Background: an optimization exercise with open tools, aiming at small area, a short achievable clock period and few clock cycles per item. Do not read the settings as production practice.
RTL that was checked went through simulation tests only; none was proved equivalent to the original.
No activity file was given, so power comes from the tool's default toggle rates.

the baseline:
==> flow/design.v (excerpt) <==
module oi1_codec (
    input  wire        clk,
    input  wire        rst,
    input  wire        cmd_valid,
    output wire        cmd_ready,
    input  wire [7:0]  cmd_op,
    input  wire [15:0] cmd_len,
    input  wire        in_valid,
    output wire        in_ready,
    input  wire [7:0]  in_data,
    output wire        out_valid,
    input  wire        out_ready,
    output wire [7:0]  out_data,
    output wire        rsp_valid,
    output wire [3:0]  rsp_status,
    output wire [1:0]  rsp_version,
    output wire        rsp_verified,
    output wire [31:0] rsp_crc,
    output wire [31:0] rsp_expected,
    output wire [7:0]  rsp_err_char,
    output wire [15:0] rsp_err_pos,
    output wire        rsp_is_valid,
    output wire [1:0]  rsp_reason,
    output wire [6:0]  rsp_quality,
    output wire [2:0]  rsp_issues
);
Size: about 2300 cells after synthesis, about 330 flip-flops, roughly 160 I/O pins, roughly 20000 um^2 of cells after synthesis.
export LEC_CHECK = 0
export CAP_MARGIN = 20
export CORE_MARGIN = 2
export CORE_UTILIZATION = 40
export SLEW_MARGIN = 20
export SYNTH_MEMORY_MAX_BITS = 16384
create_clock -name core_clock -period 13.0 [get_ports {clk}]
standard.sh (not shown) runs the stock make flow with config.mk's settings and CLKGATE_MAP_FILE= SYNTH_SCRIPT=/design/flow/synth_recipe.tcl, a recipe that flattens the netlist after the stock synthesis.
==> flow/flow/run.sh <==
#!/bin/bash
# Own layout flow: the standard synthesis unchanged, then the standard layout with a
# larger setup-slack margin, so that ORFS's timing repair keeps working on paths well below the
# clock period. Each step's full output goes to a log file of its own in this folder.
set -euo pipefail
bash standard.sh synth > synth.log 2>&1
bash standard.sh SETUP_SLACK_MARGIN=9.3 CTS_CLUSTER_SIZE=30 CTS_CLUSTER_DIAMETER=80 finish > layout.log 2>&1
The baseline finished end to end and its layout was clean on timing, DRC and antenna.
Setup changes, the baseline to the candidate
--- a/flow/flow/run.sh
+++ b/flow/flow/run.sh
@@ -5,3 +5,3 @@
 set -euo pipefail
 bash standard.sh synth > synth.log 2>&1
-bash standard.sh SETUP_SLACK_MARGIN=9.3 CTS_CLUSTER_SIZE=30 CTS_CLUSTER_DIAMETER=80 finish > layout.log 2>&1
+bash standard.sh SETUP_SLACK_MARGIN=9.3 finish > layout.log 2>&1
[summary]
- No stage failed in the candidate, and the final checks on the layout all came back clean.
- Total power of the final layout (the candidate / the baseline): 1.11
- Delta(worst-path maximum fanout, the candidate - the baseline) > 0
- When the candidate is set beside the baseline, its register-to-register slack turns out to be 0.11 ns larger.
- The candidate vs the baseline: slew at the pin with the worst max-slew slack up
- Going from the baseline to the candidate, area used by sequential logic in the layout comparable; inverter count decreased by 0.78% relative to the old numbers.
- Summary: with the baseline as the reference, total via count after detailed routing in the candidate moved up slightly.
- Of the candidate and the baseline, the run reporting the lower hold slack was the candidate.
- Wire: the candidate routes more than the baseline
No functional check of the RTL was part of any run of this note.


== run A ==
oi1_codec, a different RTL version from the one above (not shown whole).
Size in the first run: roughly 2200 cells after synthesis, about 330 flip-flops, ~160 I/O pins, ~20000 um2 of cells after synthesis.
==> flow/config.mk <==
export PLATFORM = sky130hd
export DESIGN_NAME = oi1_codec
export DESIGN_NICKNAME = oi1_codec
export VERILOG_FILES = /design/flow/design.v
export SDC_FILE = /design/flow/constraint.sdc
export NUM_CORES = 4
export LEC_CHECK = 0
export CAP_MARGIN = 20
export CORE_MARGIN = 2
export CORE_UTILIZATION = 40
export SLEW_MARGIN = 20
export SYNTH_MEMORY_MAX_BITS = 16384
==> flow/constraint.sdc <==
create_clock -name core_clock -period 13.0 [get_ports {clk}]
set_input_delay 2.6000 -clock core_clock [delete_from_list [all_inputs] [get_ports {clk}]]
set_output_delay 2.6000 -clock core_clock [all_outputs]
set_load 0.01 [all_outputs]
==> flow/flow/run.sh <==
#!/bin/bash
# Own layout flow: the standard synthesis unchanged, then the standard layout with a
# larger setup-slack margin, so that ORFS's timing repair keeps working on paths well below the
# clock period. Each step's full output goes to a log file of its own in this folder.
set -euo pipefail
bash standard.sh synth > synth.log 2>&1
bash standard.sh SETUP_SLACK_MARGIN=9.3 TNS_END_PERCENT=10 SLEW_MARGIN=10 CAP_MARGIN=10 CORE_UTILIZATION=55 finish > layout.log 2>&1
Both conditions hold for run A: the flow ran to the end and the final layout passed the timing, design-rule and antenna checks.
Testbench counts of run A, summed over its fixed seeds: cycles 20,327, items 13,868.
The inputs of run B differ from those of run A as listed below.
--- a/flow/flow/run.sh
+++ b/flow/flow/run.sh
@@ -6,2 +6,2 @@
 bash standard.sh synth > synth.log 2>&1
-bash standard.sh SETUP_SLACK_MARGIN=9.3 TNS_END_PERCENT=10 SLEW_MARGIN=10 CAP_MARGIN=10 CORE_UTILIZATION=55 finish > layout.log 2>&1
+bash standard.sh SETUP_SLACK_MARGIN=9.3 TNS_END_PERCENT=10 SLEW_MARGIN=10 CAP_MARGIN=10 CTS_CLUSTER_SIZE=30 CTS_CLUSTER_DIAMETER=60 finish > layout.log 2>&1
Notes after the runs:
Least setup slack across all paths after layout essentially unchanged between run A and run B.
x[9] as the timing startpoint of the critical path was reported by run B, and x[12] by run A.
Run B did not stop at any stage, and its layout met the timing, design-rule and antenna checks.
Diff run A -> run B | placeable core region | up by more than a quarter
Post-layout total power went down by a few percent going from run A to run B.
The following lists how run C was set up differently from run B:
--- a/flow/flow/run.sh
+++ b/flow/flow/run.sh
@@ -6,2 +6,2 @@
 bash standard.sh synth > synth.log 2>&1
-bash standard.sh SETUP_SLACK_MARGIN=9.3 TNS_END_PERCENT=10 SLEW_MARGIN=10 CAP_MARGIN=10 CTS_CLUSTER_SIZE=30 CTS_CLUSTER_DIAMETER=60 finish > layout.log 2>&1
+bash standard.sh SETUP_SLACK_MARGIN=9.45 finish > layout.log 2>&1
==> comparison <==
Normalized max-slew margin essentially unchanged between run C and run B.
Across both runs, total routed wirelength was higher for run C than for run B.
Looking at destination of the critical timing path, the rsp_crc[16] result is from run C; the rsp_crc[9] one comes from run B.
The setup slack of run C is smaller than that of run B.
The higher met1 track demand over resource came out of run C.
The lower cell area came out of run B.
Maximum frequency, run C vs run B: down slightly
Changes observed in run C relative to run B: leakage power total now larger; wire length on met1 now larger; clock-buffer cell count now larger; ratio of cells with drive above 1 in the final layout now larger.
### run C -> run D
--- a/flow/flow/run.sh
+++ b/flow/flow/run.sh
@@ -6,2 +6,2 @@
 bash standard.sh synth > synth.log 2>&1
-bash standard.sh SETUP_SLACK_MARGIN=9.45 finish > layout.log 2>&1
+bash standard.sh SETUP_SLACK_MARGIN=9.3 finish > layout.log 2>&1
- Compared with run C, in run D non-clock buffer count lower, worst-case reg-to-reg path depth higher.
- Clock share of power for run D: 0.2 points up relative to run C
- The power in sequential cells was comparable across run D and run C.
- The lower relative contribution of combinational cells to total power came out of run D.
- Of run D and run C, the lower post-route clock period utilization belongs to run D.
- Relative to run C, the final cell area reported for run D is lower.
- No stage failed in run D, and the final checks on the layout all came back clean.
- Between run D and run C, the difference in tightest hold margin is negligible.
- As of run D, total number of vias had fallen by a few percent compared to run C.
Edits applied to the flow inputs when going from run D to run E:
--- a/flow/flow/run.sh
+++ b/flow/flow/run.sh
@@ -6,2 +6,2 @@
 bash standard.sh synth > synth.log 2>&1
-bash standard.sh SETUP_SLACK_MARGIN=9.3 finish > layout.log 2>&1
+bash standard.sh SETUP_SLACK_MARGIN=9.3 TNS_END_PERCENT=10 SLEW_MARGIN=10 CAP_MARGIN=10 CTS_CLUSTER_SIZE=25 CTS_CLUSTER_DIAMETER=60 finish > layout.log 2>&1
[summary]
The lower total clock buffers created by CTS of run D and run E is in run E.
NOTE non-clock buffer count run D->run E decreased by more than 10%
met3 track demand over resource ended up 0.27 points higher on run E than on run D.
Per the comparison of run E with run D, final hold slack barely changed, total power dropped 4.5%, fraction of area in registers barely changed.
After detailed routing, run D needs more wire than run E.
[run E] clock period minus final worst setup slack fell 9.1 ps relative to run D
[inputs] run F vs run E
--- a/flow/flow/run.sh
+++ b/flow/flow/run.sh
@@ -6,2 +6,2 @@
 bash standard.sh synth > synth.log 2>&1
-bash standard.sh SETUP_SLACK_MARGIN=9.3 TNS_END_PERCENT=10 SLEW_MARGIN=10 CAP_MARGIN=10 CTS_CLUSTER_SIZE=25 CTS_CLUSTER_DIAMETER=60 finish > layout.log 2>&1
+bash standard.sh SETUP_SLACK_MARGIN=9.3 TNS_END_PERCENT=10 SLEW_MARGIN=10 CAP_MARGIN=10 finish > layout.log 2>&1
==> comparison <==
- Comparing run F and run E, the higher total power is on run F.
- Finished layout cell area (higher): run F
- On all-layer global routing usage, run F and run E are neck and neck.
- Between run F and run E, it is run F whose filler cell count is lower, by 0.36%.
- In the reports for run F and run E, the smaller time the final worst path needs with I/O delays and setup belongs to run E.
- Compared with run E, run F has less setup slack.

port drivers added, routing unchanged:
Ports are ideal in the flow. The routed layouts listed here were re-timed in OpenROAD. Step 1, drivers: a clkbuf_16 drives clk and a buf_2 each remaining input, both assumed. Step 2, shift: input delay + t, output delay - t, t = (earliest + latest rising clock arrival at the registers) / 2. This alone moves slack from input paths to output paths. Slacks: ideal ports / drivers / drivers and shift; pairs: ideal ports / drivers.
| run | t (ns) | slack for setup (ns) | worst setup path after step 2 | worst slew at a driven data input, ns | cell pins on the clock port's net |
|---|---|---|---|---|---|
| the baseline | 0.622 | 9.071 / 9.071 / 8.726 | input to register | 0.06 | 1 |
| the candidate | 0.615 | 9.182 / 9.140 / 8.741 | input to register | 0.06 | 1 |
| run A | 0.615 | 9.149 / 9.092 / 8.666 | input to register | 0.03 | 1 |
| run B | 0.609 | 9.147 / 9.092 / 8.669 | input to register | 0.04 | 1 |
| run C | 0.635 | 9.133 / 9.074 / 8.919 | input to register | 0.04 | 1 |
| run D | 0.618 | 9.165 / 9.110 / 8.738 | input to register | 0.04 | 1 |
| run E | 0.599 | 9.174 / 9.119 / 8.654 | input to register | 0.04 | 1 |
| run F | 0.614 | 9.169 / 9.115 / 8.655 | input to register | 0.04 | 1 |
After both steps setup and hold are still met in every run listed. The setup slack of run E, which loses most, moves by -0.055 ns with the drivers and by -0.520 ns with both steps.
